Source: an optimization exercise on an open RTL-to-GDS flow (aim: small area, a short achievable clock period and few clock cycles). Production flows keep margins and buffers that such runs may drop.
No run shown here included a check of the RTL's function; only the layout flow was run.
Power figures rest on the tool's default switching activity, not on a simulated workload.

$ cat flow/design.v
module lz11_dec (
    input  wire        clk,
    input  wire        rst,         
    input  wire        start,       
    input  wire [23:0] ilen,        
    output wire        idle,
    output wire        done,        
    output wire [3:0]  err,         
    input  wire        in_valid,
    input  wire [7:0]  in_data,
    output reg         in_ready,
    output reg         out_valid,
    output reg  [7:0]  out_data,
    input  wire        out_ready,
    output reg         hist_re,
    output reg  [11:0] hist_raddr,
    input  wire [7:0]  hist_rdata,
    output reg         hist_we,
    output reg  [11:0] hist_waddr,
    output reg  [7:0]  hist_wdata
);
    localparam [4:0] S_IDLE = 5'd0,
                     S_H0   = 5'd1,    
                     S_H1   = 5'd2,
                     S_H2   = 5'd3,
                     S_H3   = 5'd4,
                     S_X0   = 5'd5,    
                     S_X1   = 5'd6,
                     S_X2   = 5'd7,
                     S_X3   = 5'd8,
                     S_MAIN = 5'd9,    
                     S_B23  = 5'd10,   
                     S_B24  = 5'd11,   
                     S_B34  = 5'd12,   
                     S_LAST = 5'd13,   
                     S_CHK  = 5'd14,   
                     S_COPY = 5'd15,   
                     S_DONE = 5'd16;
    reg [4:0]  state;
    reg [23:0] remain;       
    reg        rz;           
    reg [31:0] left;         
    reg [11:0] wp;           
    reg        wrapped;      
    reg [8:0]  flags;        
    reg [16:0] cnt;          
    reg [3:0]  dhi;          
    reg        f3, f4;       
    reg [11:0] rp;           
    reg        d1;           
    reg        bad;          
    reg        lastc;        
    reg [1:0]  ecode;        
    assign idle = (state == S_IDLE) || (state == S_DONE);
    assign done = (state == S_DONE);
    assign err  = {2'b00, ecode};
    wire fl_empty = (flags[7:0] == 8'd0);
    wire is_ref   = flags[8];
    wire left_hi0 = (left[31:2] == 30'd0);
    wire left_one = left_hi0 & ~left[1] & left[0];
    wire left_two = left_hi0 & left[1] & ~left[0];
    wire cnt_hi0  = (cnt[16:1] == 16'd0);
    wire cnt_zero = cnt_hi0 & ~cnt[0];
    wire cnt_one  = cnt_hi0 & cnt[0];
    wire lit      = (state == S_MAIN) && !fl_empty && !is_ref;
    wire copy     = (state == S_COPY);
    wire take     = in_valid && in_ready;
    wire emit     = out_valid && out_ready;
    wire [11:0] field = {dhi, in_data};
    wire [12:0] diff  = {1'b0, wp} + {1'b1, ~field};    
    always @(*) begin
        case (state)
            S_H0:                       in_ready = (remain[23:2] != 22'd0);
            S_H1, S_H2, S_H3:           in_ready = 1'b1;
            S_X0, S_X1, S_X2, S_X3,
            S_B23, S_B24, S_B34, S_LAST: in_ready = !rz;
            S_MAIN:                     in_ready = !rz && (fl_empty || is_ref || out_ready);
            default:                    in_ready = 1'b0;
        endcase
        out_valid  = copy || (lit && !rz && in_valid);
        out_data   = copy ? hist_rdata : in_data;
        hist_we    = emit;
        hist_waddr = wp;
        hist_wdata = out_data;
        hist_re    = (state == S_CHK) || (copy && out_ready && !lastc && !d1);
        hist_raddr = rp;
    end
    always @(posedge clk) begin
        if (rst) begin
            state <= S_IDLE;
        end else begin
            if (take) begin
                remain <= remain - 24'd1;
                rz     <= (remain == 24'd1);
            end
            if (emit) begin
                left    <= left - 32'd1;
                wp      <= wp + 12'd1;
                wrapped <= wrapped | (wp == 12'hfff);
            end
            if (hist_re)
                rp <= rp + 12'd1;
            case (state)
                S_IDLE: begin
                    if (start) begin
                        remain  <= ilen;
                        rz      <= (ilen == 24'd0);
                        left    <= 32'd0;
                        wp      <= 12'd0;
                        wrapped <= 1'b0;
                        flags   <= 9'h100;
                        state   <= S_H0;
                    end
                end
                S_H0: begin
                    if (remain[23:2] == 22'd0) begin
                        ecode <= 2'b11; state <= S_DONE;
                    end else if (in_valid) begin
                        if (in_data != 8'h11) begin
                            ecode <= 2'b10; state <= S_DONE;
                        end else
                            state <= S_H1;
                    end
                end
                S_H1: if (in_valid) begin left[7:0]   <= in_data; state <= S_H2; end
                S_H2: if (in_valid) begin left[15:8]  <= in_data; state <= S_H3; end
                S_H3: if (in_valid) begin
                    left[23:16] <= in_data;
                    state <= ({in_data, left[15:0]} == 24'd0) ? S_X0 : S_MAIN;
                end
                S_X0, S_X1, S_X2, S_X3: begin
                    if (rz) begin
                        ecode <= 2'b11; state <= S_DONE;
                    end else if (in_valid) begin
                        case (state)
                            S_X0: begin left[7:0]   <= in_data; state <= S_X1; end
                            S_X1: begin left[15:8]  <= in_data; state <= S_X2; end
                            S_X2: begin left[23:16] <= in_data; state <= S_X3; end
                            default: begin
                                left[31:24] <= in_data;
                                if ({in_data, left[23:0]} == 32'd0) begin
                                    ecode <= 2'b00; state <= S_DONE;
                                end else
                                    state <= S_MAIN;
                            end
                        endcase
                    end
                end
                S_MAIN: begin
                    if (rz) begin
                        ecode <= 2'b11; state <= S_DONE;
                    end else if (fl_empty) begin
                        if (in_valid) flags <= {in_data, 1'b1};
                    end else if (!is_ref) begin
                        if (in_valid && out_ready) begin
                            flags <= {flags[7:0], 1'b0};
                            if (left_one) begin
                                ecode <= 2'b00; state <= S_DONE;
                            end
                        end
                    end else if (in_valid) begin
                        flags <= {flags[7:0], 1'b0};
                        f3 <= (in_data[7:4] == 4'h0);
                        f4 <= (in_data[7:4] == 4'h1);
                        if (in_data[7:5] == 3'd0) begin
                            cnt   <= {9'd0, in_data[3:0], 4'd0};
                            state <= in_data[4] ? S_B24 : S_B23;
                        end else begin
                            cnt   <= {13'd0, in_data[7:4]};
                            dhi   <= in_data[3:0];
                            state <= S_LAST;
                        end
                    end
                end
                S_B23: if (rz) begin
                    ecode <= 2'b11; state <= S_DONE;
                end else if (in_valid) begin
                    cnt[3:0] <= in_data[7:4];
                    dhi      <= in_data[3:0];
                    state    <= S_LAST;
                end
                S_B24: if (rz) begin
                    ecode <= 2'b11; state <= S_DONE;
                end else if (in_valid) begin
                    cnt[11:0] <= {cnt[7:4], in_data};
                    state     <= S_B34;
                end
                S_B34: if (rz) begin
                    ecode <= 2'b11; state <= S_DONE;
                end else if (in_valid) begin
                    cnt[15:0] <= {cnt[11:0], in_data[7:4]};
                    dhi       <= in_data[3:0];
                    state     <= S_LAST;
                end
                S_LAST: if (rz) begin
                    ecode <= 2'b11; state <= S_DONE;
                end else if (in_valid) begin
                    cnt[16:4] <= cnt[16:4] + (f4 ? 13'h11 : f3 ? 13'h1 : 13'h0);
                    rp    <= diff[11:0];
                    bad   <= !wrapped && diff[12];
                    d1    <= (field == 12'd0);
                    state <= S_CHK;
                end
                S_CHK: begin
                    lastc <= cnt_zero || left_one;
                    if (bad) begin
                        ecode <= 2'b10; state <= S_DONE;
                    end else
                        state <= S_COPY;
                end
                S_COPY: begin
                    if (out_ready) begin
                        cnt   <= cnt - 17'd1;
                        lastc <= cnt_one || left_two;
                        if (lastc)
                            state <= left_one ? S_DONE : S_MAIN;
                        if (left_one)
                            ecode <= 2'b00;
                    end
                end
                S_DONE: state <= S_IDLE;
                default: state <= S_IDLE;
            endcase
        end
    end
endmodule
$ cat flow/run.sh
#!/bin/bash
# synth_recipe.tcl (not shown) runs the flow's synth.tcl, then flattens the netlist and writes it again
# the make line also repeats each setting of config.mk as NAME=value (left out here)
make -C /OpenROAD-flow-scripts/flow DESIGN_CONFIG=/design/flow/config.mk WORK_HOME=/design/flow/orfs CLKGATE_MAP_FILE= SYNTH_SCRIPT=/design/flow/synth_recipe.tcl finish
$ cat flow/config.mk
export PLATFORM = sky130hd
export DESIGN_NAME = lz11_dec
export DESIGN_NICKNAME = lz11_dec
export VERILOG_FILES = /design/flow/design.v
export SDC_FILE = /design/flow/constraint.sdc
export NUM_CORES = 4
export LEC_CHECK = 0
export CAP_MARGIN = 20
export CORE_MARGIN = 2
export CORE_UTILIZATION = 40
export PLACE_DENSITY = 0.6
export SLEW_MARGIN = 20
$ cat flow/constraint.sdc
create_clock -name core_clock -period 5.0 [get_ports {clk}]
set_input_delay 1.0000 -clock core_clock [delete_from_list [all_inputs] [get_ports {clk}]]
set_output_delay 1.0000 -clock core_clock [all_outputs]
set_load 0.01 [all_outputs]
==> notes.md, run 1 <==
Post CTS Setup Buffer Count = 0
Worst reg2reg path depth = 8
DRT Pass-1 Iters = 8
CP Max Fanout = 20
Die area = 24800 sq um
Clk slew on worst S/H paths = 0.06 ns
CP Cell Sequence = nor3b_1, nand3_1, o22ai_1, nor2_2, inv_1, clkdlybuf4s50_1
Post-synth EDFFs = 119
Sequential area share after synthesis = 39.1%
Critical path depth = 6
Slowest library cell on the worst path = dfxtp_1
Top cells by count, synth = 130 x nand2_1, 119 x edfxtp_1, 94 x o21ai_0
DR WL/cell = 20.3 um
Number of global-route vias before repair = 8137
Total core area = 23300 sq um
First-pass GRT wire length = 46600 um
Rows = 56
Final Power = 4870 uW
Hold Crit Depth = 1
Average size of a mapped cell = 8.69 sq um
P_int = 2900 uW
All-Layer GR Usage = 24.5%
Via count = 8718
Grt ovf = 0
Ant. Diodes = 0
Layout Nets = 1216
Worst Setup Path Type = flip-flop to primary output
Clock sink count = 124
Top cell type's share of synthesized area = 38.0%
IO Count = 95
PwrDens = 435 nW/um^2
Final period utilization = 86.7%
Synth Area in Adders = 3.01%
Simple-Gate Fraction of Synth Area = 24.7%
GRT busiest layer = met2
Multiplexer area fraction after synthesis = 0.532%
TNS Setup = 0 ns
Num CTS Buffers = 17
Seq cells post-synth = 124
M1 GR Usage = 34.8%
Final hold violations = 0
Starting density of the core = 40.4%
GPL Wtd Cong = 0.938
Post-cts hold buffer count = 0
MaxCap Viol Count = 0
Logic gate share of total power = 37.1%
Dominant cell type by area after synthesis = edfxtp_1
Die height = 157 um
Drt total wl = 30100 um
Clk network pwr share = 25.3%
Post-synthesis cell count = 1082
Met3 GRT Util = 5.73%
Cell family with most CP delay = simple AND/OR/NAND/NOR gates
Area grow syn2layout = 19.0%
Arr. time, crit path = 3.33 ns
Met2 GRT Util = 37.2%
CTS tree = built
Synth Warn # = 1
Layout cells sized above 1 = 8.35%
Max IR drop VDD = 0.233 mV
Synth Area in Compound Gates = 18.3%
IO Port Bufs = 92
Slew @ Worst Pin = 1.10 ns
Power share of the sequential group = 37.6%
Most numerous cell in the Yosys netlist = nand2_1
CTS Buffer Depth = 2
Largest family of logic cells by synthesized area = simple AND/OR/NAND/NOR gates
Required time of the critical path = 4.00 ns
Worst Hold Class = flip-flop to flip-flop
Crit path launch type = flip-flop
Primary FF master, synth = edfxtp_1
Layout Skew = 0.0147 ns
H-tree levels = 4
Largest net degree at the start of global routing = 67
Die Wd = 157 um
CTS resizes = 0
Asr flop ratio synth = 0%
Worst relative slew slack = 26.3%
Layout Utilization = 48.1%
Post-synth cell types = 80
Fillcell total = 2330
Final setup violation count = 0
Area of the mapped netlist = 9410 sq um
Leakage = 0.00369 uW
Residual DRC = 0
Final ANT Viol Nets = 0
Post-layout min period = 4.33 ns
Fmax = 0.231 GHz
Worst Path Buf+Inv = 2
Via/cell ratio = 5.89
CTS Root Cell = clkbuf_16
Outcome = finished clean
XOR/XNOR share of the synthesized area = 9.68%
Initial antenna violation count = 0
Slowest stage delay, CP = 0.83 ns
Hpwl dp = 21500 um
Unrepaired setup endpoints after global routing = no
Clock latency on the worst-skew pair = 0.44 ns
Final slew viol count = 0
Switch share = 40.3%
Psw = 1960 uW
Synth top area cells = edfxtp_1 38%, xnor2_1 5.6%, nand2_1 5.2%, o21ai_0 5.0%, xor2_1 4.1%
CP endpoint kind = primary output
DR iter-0 viols = 1119
-- logic make-up after synthesis --
family | Yosys count
AOI/OAI and AO/OA | 264
xor gates and xnor gates | 104
adders and majority gates | 22
buffers and inverters | 105
DFF | 124
muxes | 5
other | 1
and+or+nand+nor | 457
-- metrics by stage --
stage                     cells  hold WS [ns]  worst slack, ns  area [sq um]
final                      1481         0.579            0.666         11200
after detailed placement   1449         0.562            0.833         10600
after floorplan            1083         0.531            0.346          9410
after global routing       1481         0.615            0.519         11200
after CTS                  1481         0.578            0.638         11200
after global placement     1449         0.552            0.922         10600
-- metal layers --
| metal | vias up | part of all wire (%) |
|---|---|---|
| met2 | 381 | 45 |
| met4 | 0 | 2.0 |
| met5 | - | 0 |
| met1 | 4145 | 45 |
| met3 | 45 | 7.7 |
| li1 | 4147 | - |
-- worst paths after layout --
kind | from | endpoint | slack, ns
min | flags[3]$_SDFFCE_PN0P_ | flags[4]$_SDFFCE_PN0P_ | 0.58
max reg2reg | state[0]$_SDFFE_PP0P_ | wp[11]$_DFFE_PN_ | 1.33
max | state[0]$_SDFFE_PP0P_ | in_ready | 0.67
min reg2reg | flags[3]$_SDFFCE_PN0P_ | flags[4]$_SDFFCE_PN0P_ | 0.58
-- placed cells by master (no fill, tap or decap), drive strengths merged, types with 33 or more instances in the layout --
| cell | n |
|---|---|
| nand2 | 131 |
| edfxtp | 119 |
| o21ai | 100 |
| clkdlybuf4s50 | 92 |
| nor2 | 92 |
| xnor2 | 60 |
| nor3 | 53 |
| xor2 | 44 |
| inv | 44 |
| a21oi | 41 |
| nand3 | 36 |
| nor4 | 33 |
-- flip-flops by register name, indices dropped and copies added (netlist names) --
signal   cells
rp          12
flags        9
f3           1
d1           1
ecode        2
dhi          4
lastc        1
f4           1
state        5
remain      24
bad          1
left        32
cnt         17
wp          12
wrapped      1
rz           1
-- area by class of cell --
class                   instances  area [sq um]  area share, %
multi-input cells             854          5310           47.4
inverters                      33           125           1.12
repair buffers                119          1120           10.0
flip-flops and latches        124          3670           32.8
clock buffers                  17           425           3.80
clock inverters                15           140           1.25
well taps                     319           399           3.57
-- power groups by stage --
stage          clock network (uW)  logic [uW]  registers (uW)
3_3_place_gp                    0        1760            1830
6_report                     1230        1810            1830
2_1_floorplan                   0        1280            1720
5_1_grt                      1290        1990            1870
3_5_place_dp                    0        1780            1840
4_1_cts                      1240        1790            1820
==> run 2, diff against run 1 <==
--- a/flow/design.v
+++ b/flow/design.v
@@ -88,5 +88,3 @@
     always @(posedge clk) begin
-        if (rst) begin
-            state <= S_IDLE;
-        end else begin
+        begin
             if (take) begin
@@ -224,2 +222,4 @@
         end
+        if (rst)
+            state <= S_IDLE;
     end
==> notes.md, run 2 <==
Outcome = finished clean
TNS Setup = 0 ns
XOR/XNOR share of the synthesized area = 6.94%
Synth Area in Adders = 3.44%
CP Max Fanout = 9
Synth top area cells = dfxtp_1 20%, edfxtp_1 13%, nand2_1 5.4%, xnor2_1 4.6%, nor2_1 4.0%
Clk slew on worst S/H paths = 0.06 ns
Synth Area in Compound Gates = 22.3%
Final setup violation count = 0
Ant. Diodes = 0
Worst Hold Class = flip-flop to flip-flop
MaxCap Viol Count = 0
Reg with most FFs = left
Slowest stage delay, CP = 0.62 ns
Die Wd = 150 um
Multiplexer area fraction after synthesis = 0.831%
Required time of the critical path = 4.00 ns
Total core area = 21000 sq um
Top cells by count, synth = 124 x nand2_1, 91 x nor2_1, 87 x dfxtp_1
Post-synth EDFFs = 37
Residual DRC = 0
Crit path launch type = input port
DR WL/cell = 19.4 um
DRT Pass-1 Iters = 6
IO Count = 95
Post-cts hold buffer count = 0
Number of global-route vias before repair = 8026
Layout Nets = 1211
DR iter-0 viols = 792
Layout cells sized above 1 = 7.70%
Most common cell after layout, fill and taps aside = nand2_1
Layout Utilization = 49.3%
Primary FF master, synth = dfxtp_1
PwrDens = 524 nW/um^2
Largest family of logic cells by synthesized area = simple AND/OR/NAND/NOR gates
Final period utilization = 86.8%
CP endpoint kind = primary output
GPL Wtd Cong = 0.945
Finished Layout Cells = 1431
R2R Path Start = state[3]$_SDFFE_PP0P_
Final Power = 5430 uW
Worst R2R End = wp[11]$_DFF_P_
Most frequent cells in the layout = 124 x nand2_1, 92 x clkdlybuf4s50_1, 90 x nor2_1
Post-layout min period = 4.34 ns
Area of the mapped netlist = 8580 sq um
Die area = 22600 sq um
Post-synthesis cell count = 1072
H-tree levels = 4
Simple-Gate Fraction of Synth Area = 28.0%
Sequential area share after synthesis = 33.2%
Final ANT Viol Nets = 0
First-pass GRT wire length = 44000 um
Via/cell ratio = 6.04
Final hold violations = 0
Slowest library cell on the worst path = a2111oi_4
Area grow syn2layout = 20.7%
Final slew viol count = 0
Clock latency on the worst-skew pair = 0.43 ns
Grt ovf = 0
Max IR drop VDD = 0.351 mV
Drt total wl = 27800 um
Post CTS Setup Buffer Count = 0
Largest registers = left (32), remain (24), cnt (17)
Most numerous cell in the Yosys netlist = nand2_1
Critical path endpoint = hist_we
CTS Buffer Depth = 2
Worst relative slew slack = 45.1%
Slew @ Worst Pin = 0.803 ns
Clock sink count = 124
Average size of a mapped cell = 8.01 sq um
IO Port Bufs = 92
Top cell type's share of synthesized area = 20.3%
CTS tree = built
Die height = 150 um
Fmax = 0.230 GHz
CTS Root Cell = clkbuf_16
Initial antenna violation count = 0
Starting density of the core = 40.8%
Num CTS Buffers = 17
Layout Skew = 0.0122 ns
Arr. time, crit path = 3.34 ns
Placed Cells = 1399
Seq cells post-synth = 124
Via count = 8642
Synth Warn # = 1
Largest register FFs = 32
Hpwl dp = 20300 um
Largest net degree at the start of global routing = 37
Rows = 53
CTS resizes = 0
Worst reg2reg path depth = 8
Unrepaired setup endpoints after global routing = no
Worst Setup Path Type = input port to primary output
Dominant cell type by area after synthesis = dfxtp_1
Setup slack, reg-to-reg = 1.62 ns
All-Layer GR Usage = 24.9%
CP Cell Sequence = clkdlybuf4s50_1, or3b_1, a2111oi_4, o21a_1, clkdlybuf4s50_1
Post-synth cell types = 80
Leakage = 0.00367 uW
Asr flop ratio synth = 0%
CP most frequent cell = clkdlybuf4s50_1
Worst Setup SP = in_valid
==> run 2: cell count changes in the layout (fill, tap and decap cells not counted), moves of 8 or more <==
cell and change:
a21oi_1 -8, dfxtp_1 +82, edfxtp_1 -82, nor3_1 -9, o2111ai_1 +9, o21ai_0 -28, o21ai_1 +10, or3_1 +13
xnor2_1 -15, xor2_1 -21
==> run 2: through the flow <==
step / hold WS (ns) / instance area (sq um) / setup WS, ns
floorplan: 0.441 / 8590 / 1.54
global placement: 0.456 / 9780 / 0.721
detailed placement: 0.456 / 9780 / 0.709
CTS: 0.472 / 10400 / 0.699
global route: 0.494 / 10400 / 0.593
finish: 0.470 / 10400 / 0.660
==> run 2: cells by family (layout without fill, tap and decap cells) <==
kind of cell,after synthesis,after routing
multiplexers,7,7
AO/OA/AOI/OAI,278,278
AND/OR/NAND/NOR,466,466
other,1,2
flip-flops,124,124
XOR/XNOR,68,68
adder cells (fa/ha/maj),23,23
buffers and inverters,105,188
==> run 2: worst min-delay path by stage <==
stage	start	to	slack, ns	cells past startpoint
floorplan	wrapped$_DFF_P_	wrapped$_DFF_P_	0.44	1
finish	wrapped$_DFF_P_	wrapped$_DFF_P_	0.47	1
global route	wrapped$_DFF_P_	wrapped$_DFF_P_	0.49	1
CTS	wrapped$_DFF_P_	wrapped$_DFF_P_	0.47	1
global placement	wrapped$_DFF_P_	wrapped$_DFF_P_	0.46	1
detailed placement	wrapped$_DFF_P_	wrapped$_DFF_P_	0.46	1
==> run 2: cell type report <==
cell class	instances	area (sq um)
timing repair buffer	123	1150
clock buffer	19	475
fill	2030	10700
tap	275	344
inverter	33	124
multi-input combinational	844	5310
clock inverter	13	100
sequential	124	2850
==> run 2: per-layer routing <==
metal	track usage, %	part of all wire [%]
met2	40.1	47
met5	0	0
met3	5.21	6.6
met4	6.89	1.7
met1	33.7	45
==> run 2: critical path: cells and delay by family <==
family                 cells  cell delay, ns
buffers and inverters      2            1.08
AOI/OAI and AO/OA          2            0.86
and+or+nand+nor            1            0.41
==> run 2: power by group <==
part / switching [uW] / leakage, uW / internal, uW
registers: 316 / 0.00106 / 1370
clock network: 510 / 0.000291 / 703
logic: 1550 / 0.00232 / 983
total: 2370 / 0.00367 / 3060
==> run 3, diff against run 2 <==
--- a/flow/design.v
+++ b/flow/design.v
@@ -77,2 +77,3 @@
             S_MAIN:                     in_ready = !rz && (fl_empty || is_ref || out_ready);
+            S_CHK, S_COPY:              in_ready = !rz && fl_empty;    
             default:                    in_ready = 1'b0;
@@ -202,2 +203,3 @@
                 S_CHK: begin
+                    if (take) flags <= {in_data, 1'b1};
                     lastc <= cnt_zero || left_one;
@@ -209,2 +211,3 @@
                 S_COPY: begin
+                    if (take) flags <= {in_data, 1'b1};
                     if (out_ready) begin
--- a/flow/config.mk
+++ b/flow/config.mk
@@ -11,2 +11,3 @@
 export PLACE_DENSITY = 0.6
+export SETUP_SLACK_MARGIN = 1.5
 export SLEW_MARGIN = 20
==> notes.md, run 3 <==
Top cells by count, synth = 121 x nand2_1, 101 x nor2_1, 87 x dfxtp_1
DR iter-0 viols = 887
Area of the mapped netlist = 8660 sq um
Via/cell ratio = 5.85
Post-layout min period = 3.46 ns
Clk slew on worst S/H paths = 0.06 ns
Leakage = 0.00403 uW
Fillcell total = 2073
Total core area = 21200 sq um
DRT Pass-1 Iters = 6
All-Layer GR Usage = 25.1%
Arr. time, crit path = 2.46 ns
Switch share = 44.0%
Final period utilization = 69.2%
PwrDens = 492 nW/um^2
Largest registers = left (32), remain (24), cnt (17)
Fmax = 0.289 GHz
Reg with most FFs = left
Max IR drop VDD = 0.263 mV
Drt total wl = 28000 um
Final Power = 5260 uW
Crit path launch type = input port
Area grow syn2layout = 23.4%
CP Cell Sequence = dlygate4sd2_1, inv_1, o21ai_0, clkdlybuf4s50_1
Clock latency on the worst-skew pair = 0.43 ns
Logic gate share of total power = 47.6%
Largest net degree at the start of global routing = 42
Sequential area share after synthesis = 32.9%
First-pass GRT wire length = 44500 um
IO Count = 95
CTS Buffer Depth = 2
Die Wd = 151 um
Rows = 53
Primary FF master, synth = dfxtp_1
Grt ovf = 0
Die area = 22800 sq um
Largest register FFs = 32
Synth top area cells = dfxtp_1 20%, edfxtp_1 13%, xor2_1 5.8%, nand2_1 5.2%, o21ai_0 4.9%
MaxCap Viol Count = 0
Post-synth EDFFs = 37
Dominant cell type by area after synthesis = dfxtp_1
Power share of the sequential group = 30.2%
Average size of a mapped cell = 8.11 sq um
CTS Root Cell = clkbuf_16
Ant. Diodes = 0
P_int = 2950 uW
Slew @ Worst Pin = 0.923 ns
Number of global-route vias before repair = 8021
Worst relative slew slack = 38.0%
IO Port Bufs = 92
Hpwl dp = 20100 um
Final slew viol count = 0
Slowest stage delay, CP = 0.59 ns
Top cell type's share of synthesized area = 20.1%
Cell family with most CP delay = buffers and inverters
CTS tree = built
Clock sink count = 124
H-tree levels = 4
Most common cell after layout, fill and taps aside = nand2_1
Synth Warn # = 1
Most frequent cells in the layout = 120 x nand2_1, 101 x nor2_1, 85 x dfxtp_1
Psw = 2310 uW
GPL Wtd Cong = 0.949
Asr flop ratio synth = 0%
CP Max Fanout = 6
Initial antenna violation count = 0
Layout cells sized above 1 = 12.8%
TNS Setup = 0 ns
Post-cts hold buffer count = 0
Post-synth cell types = 85
Unrepaired setup endpoints after global routing = yes
DR WL/cell = 19.3 um
Outcome = finished clean
Required time of the critical path = 4.00 ns
Final setup violation count = 0
Via count = 8483
Slowest library cell on the worst path = clkdlybuf4s50_1
Num CTS Buffers = 17
Die height = 151 um
Starting density of the core = 40.9%
Residual DRC = 0
Clk network pwr share = 22.3%
CP endpoint kind = primary output
Seq cells post-synth = 124
Post-synthesis cell count = 1068
Worst Hold Class = flip-flop to flip-flop
Final hold violations = 0
Worst Setup Path Type = input port to primary output
Most numerous cell in the Yosys netlist = nand2_1
Layout Nets = 1229
Worst Path Buf+Inv = 3
Final ANT Viol Nets = 0
Layout Skew = 0.0111 ns
[run 3: worst paths after layout]
kind                                          from                  to  slack, ns  cells after the start
worst max register to register    left[14]$_DFF_P_  ecode[1]$_DFFE_PP_       1.78                      6
worst min-delay path            remain[17]$_DFF_P_  remain[17]$_DFF_P_       0.50                      2
worst max-delay path                    in_data[5]       hist_wdata[5]       1.54                      4
worst min register to register  remain[17]$_DFF_P_  remain[17]$_DFF_P_       0.50                      2
[run 3: cell families (layout without fill, tap and decap cells)]
kind of cell / count (synthesis) / in the layout / synth area share [%]
fa+ha+maj: 23 / 23 / 3.38
compound gates: 259 / 259 / 19.9
buf+inv: 105 / 211 / 5.39
simple gates: 457 / 457 / 28.3
flops: 124 / 124 / 32.9
mux: 5 / 5 / 0.578
xor+xnor: 94 / 94 / 9.51
other cells: 1 / 2 / 0.0433
[run 3: area by class of cell]
type	count	area [sq um]	area share [%]
Clock inverter	13	101	0.949
Sequential cell	124	2860	26.7
Clock buffer	19	443	4.15
Timing Repair Buffer	145	1350	12.7
Tap cell	275	344	3.22
Inverter	34	138	1.29
Multi-Input combinational cell	840	5450	51.0
[run 3: tightest hold or removal path, stage by stage (launching register included)]
cell	delay, ns
dfxtp_1	0.32
o41ai_1	0.06
a31oi_1	0.07
[run 3: what timing repair did]
| item | 4_1_cts | 5_1_grt |
|---|---|---|
| gates resized for setup | 58 | 20 |
| pin swaps | 5 | 6 |
| setup buffers | 12 | 14 |
| setup endpoints to repair | 51 | 46 |
| gates cloned | 0 | 0 |
[run 3: metrics by stage]
| step | instance area (sq um) | cells | utilization (%) | hold slack [ns] | setup WS [ns] |
|---|---|---|---|---|---|
| after floorplan | 8660 | 1069 | - | 0.438 | 1.61 |
| after global placement | 9800 | 1392 | 46.3 | 0.483 | 0.804 |
| after detailed placement | 9800 | 1392 | 46.3 | 0.488 | 0.799 |
| after CTS | 10500 | 1436 | 49.7 | 0.499 | 1.42 |
| after global routing | 10700 | 1450 | 50.5 | 0.533 | 1.44 |
| final | 10700 | 1450 | 50.5 | 0.497 | 1.54 |
[run 3: power groups by stage]
stage          registers (uW)  logic (uW)  clock network (uW)
2_1_floorplan            1530        1670                   0
3_3_place_gp             1590        2350                   0
3_5_place_dp             1590        2350                   0
4_1_cts                  1580        2410                1190
5_1_grt                  1630        2750                1240
6_report                 1590        2500                1170
[run 3: per-layer routing]
| metal | wire length (um) | track usage (%) | part of all wire [%] |
|---|---|---|---|
| met3 | 1970 | 5.54 | 7.0 |
| met2 | 12500 | 38.7 | 45 |
| met4 | 851 | 9.86 | 3.0 |
| met1 | 12700 | 34.3 | 45 |
| met5 | 0 | 0 | 0 |
==> run 4, diff against run 3 <==
--- a/flow/config.mk
+++ b/flow/config.mk
@@ -11,3 +11,3 @@
 export PLACE_DENSITY = 0.6
-export SETUP_SLACK_MARGIN = 1.5
+export SETUP_SLACK_MARGIN = 2.2
 export SLEW_MARGIN = 20
==> notes.md, run 4 <==
Outcome = finished clean
Layout Nets = 1275
Layout cells sized above 1 = 22.0%
Finished Layout Cells = 1495
Number of global-route vias before repair = 8378
IO Count = 95
Clock sink count = 124
Leakage = 0.00444 uW
Most common cell after layout, fill and taps aside = nand2_1
Largest registers = left (32), remain (24), cnt (17)
CTS Root Cell = clkbuf_16
Die area = 22800 sq um
Slowest library cell on the worst path = o211ai_1
IO Port Bufs = 92
Via/cell ratio = 5.96
TNS Setup = 0 ns
First-pass GRT wire length = 46600 um
Fmax = 0.313 GHz
Worst Setup Path Type = flip-flop to primary output
CP Max Fanout = 15
CTS Buffer Depth = 2
GPL Wtd Cong = 1.00
MaxCap Viol Count = 0
Unrepaired setup endpoints after global routing = yes
Required time of the critical path = 4.00 ns
Num CTS Buffers = 17
Synth top area cells = dfxtp_1 20%, edfxtp_1 13%, xor2_1 5.8%, nand2_1 5.2%, o21ai_0 4.9%
Synth Warn # = 1
Worst Hold Class = flip-flop to flip-flop
Ant. Diodes = 0
Most frequent cells in the layout = 113 x nand2_1, 99 x nor2_1, 79 x dfxtp_1
Area of the mapped netlist = 8660 sq um
Area grow syn2layout = 33.5%
Final setup violation count = 0
Post-cts hold buffer count = 0
Largest register FFs = 32
Total core area = 21200 sq um
Hpwl dp = 20600 um
Clk slew on worst S/H paths = 0.06 ns
Final ANT Viol Nets = 0
Arr. time, crit path = 2.19 ns
Top cell type's share of synthesized area = 20.1%
Post-synth EDFFs = 37
PwrDens = 507 nW/um^2
Die height = 151 um
H-tree levels = 4
Grt ovf = 0
Drt total wl = 30200 um
DRT Pass-1 Iters = 7
CP most frequent cell = buf_6
Placed Cells = 1391
Initial antenna violation count = 0
All-Layer GR Usage = 26.6%
Seq cells post-synth = 124
Crit path launch type = flip-flop
Slew @ Worst Pin = 0.956 ns
Via count = 8915
Rows = 53
Sequential area share after synthesis = 32.9%
Dominant cell type by area after synthesis = dfxtp_1
Reg with most FFs = left
Final period utilization = 63.9%
Asr flop ratio synth = 0%
Post-layout min period = 3.19 ns
Starting density of the core = 40.9%
Largest net degree at the start of global routing = 26
DR iter-0 viols = 975
Max IR drop VDD = 0.324 mV
Clock latency on the worst-skew pair = 0.43 ns
Top cells by count, synth = 121 x nand2_1, 101 x nor2_1, 87 x dfxtp_1
Die Wd = 151 um
Layout Skew = 0.0152 ns
Final hold violations = 0
Post-synthesis cell count = 1068
Average size of a mapped cell = 8.11 sq um
Final slew viol count = 0
Worst relative slew slack = 35.8%
CTS tree = built
Residual DRC = 0
Primary FF master, synth = dfxtp_1
Slowest stage delay, CP = 0.63 ns
Post-synth cell types = 85
CP endpoint kind = primary output
CP Cell Sequence = buf_6, nor3b_1, o211ai_1, o221ai_4, buf_6
Most numerous cell in the Yosys netlist = nand2_1
DR WL/cell = 20.2 um
==> run 4: worst max-delay path: cells and delay by family (launching register included) <==
| family | cells | cell delay (ns) |
|---|---|---|
| AO/OA/AOI/OAI | 2 | 0.91 |
| AND/OR/NAND/NOR | 1 | 0.14 |
| flip-flops | 1 | 0.37 |
| buffers and inverters | 2 | 0.35 |
==> run 4: logic make-up (layout without fill, tap and decap cells) <==
logic type | after synthesis | in the layout | share of synthesized area (%)
adders and majority gates | 23 | 23 | 3.38
AOI/OAI and AO/OA | 259 | 259 | 19.9
other | 1 | 2 | 0.0433
buffers and inverters | 105 | 256 | 5.39
DFF | 124 | 124 | 32.9
xor gates and xnor gates | 94 | 94 | 9.51
muxes | 5 | 5 | 0.578
and+or+nand+nor | 457 | 457 | 28.3
==> run 4: repair_timing <==
| action | 4_1_cts | 5_1_grt |
|---|---|---|
| resized for setup | 224 | 35 |
| pin swaps | 35 | 28 |
| setup endpoints to repair | 128 | 70 |
| buffers inserted | 57 | 14 |
| cloned | 2 | 0 |
==> run 4: cell type report <==
cell class	instances	area (sq um)
Fill cell	1923	9590
Multi-Input combinational cell	840	5720
Sequential cell	124	2870
Timing Repair Buffer	191	1830
Clock buffer	22	528
Tap cell	275	344
Inverter	34	174
Clock inverter	9	92.6
==> run 4: worst paths after layout <==
check                                            from            endpoint  slack [ns]  cells after the start
worst min register to register     remain[17]$_DFF_P_  remain[17]$_DFF_P_        0.50                      2
worst max register to register       left[25]$_DFF_P_  ecode[1]$_DFFE_PP_        2.28                      7
worst max-delay path            state[2]$_SDFFE_PP0P_            in_ready        1.81                      5
worst min-delay path               remain[17]$_DFF_P_  remain[17]$_DFF_P_        0.50                      2
==> run 4: where the power goes <==
group,internal (uW),total (uW),leakage [uW],switching [uW]
Combinational,1260,2960,0.00307,1700
Clock,803,1300,0.000305,498
Sequential,1330,1610,0.00106,274
==> run 4: routing by layer <==
metal  part of all wire [%]  wire [um]  GRT usage, %  vias to the layer above
li1                       -          -             -                     4207
met1                     43      13000          36.3                     4178
met2                     45      13600          41.0                      447
met3                    8.2       2490          5.90                       83
met4                    3.5       1070          10.5                        0
met5                      0          0             0                        -
==> run 4: per-stage QoR <==
step / setup slack (ns) / hold WS [ns] / total power, uW / utilization (%) / instance area [sq um]
2_1_floorplan: 2.04 / 0.438 / 3220 / - / 8830
3_3_place_gp: 1.01 / 0.467 / 3940 / 46.7 / 9880
3_5_place_dp: 0.839 / 0.481 / 3940 / 46.7 / 9880
4_1_cts: 1.77 / 0.498 / 5610 / 53.4 / 11300
5_1_grt: 1.78 / 0.536 / 6160 / 54.7 / 11600
6_report: 1.81 / 0.500 / 5860 / 54.7 / 11600

-- static timing again, ports no longer ideal --
How much do the figures lean on ideal ports? The routed layouts below were timed once more, with nothing changed but the port constraints. Step 1 (the two cells are an assumption about what drives the block):
set clk [get_ports {clk}]
set_driving_cell -lib_cell sky130_fd_sc_hd__clkbuf_16 $clk
set_driving_cell -lib_cell sky130_fd_sc_hd__buf_2 [delete_from_list [all_inputs] $clk]
Step 2 moves the port delays by t, midway between the first and last clock arrival at a register: inputs arrive t later, outputs are due t later. That takes back most of the time a late clock gives input paths. Slacks: no drivers / after step 1 / after step 2; pairs: no drivers / after step 1.
run | shift t [ns] | setup slack, ns | worst slew at a driven data input, ns
run 1 | 0.477 | 0.666 / 0.618 / 0.796 | 0.05
run 2 | 0.467 | 0.660 / 0.631 / 0.631 | 0.07
run 3 | 0.474 | 1.539 / 1.518 / 1.151 | 0.06
run 4 | 0.471 | 1.805 / 1.759 / 1.805 | 0.09
After both steps every run listed still meets setup and hold. For run 3, which loses most, drivers alone change the setup slack by -0.021 ns; drivers and shift together by -0.388 ns.
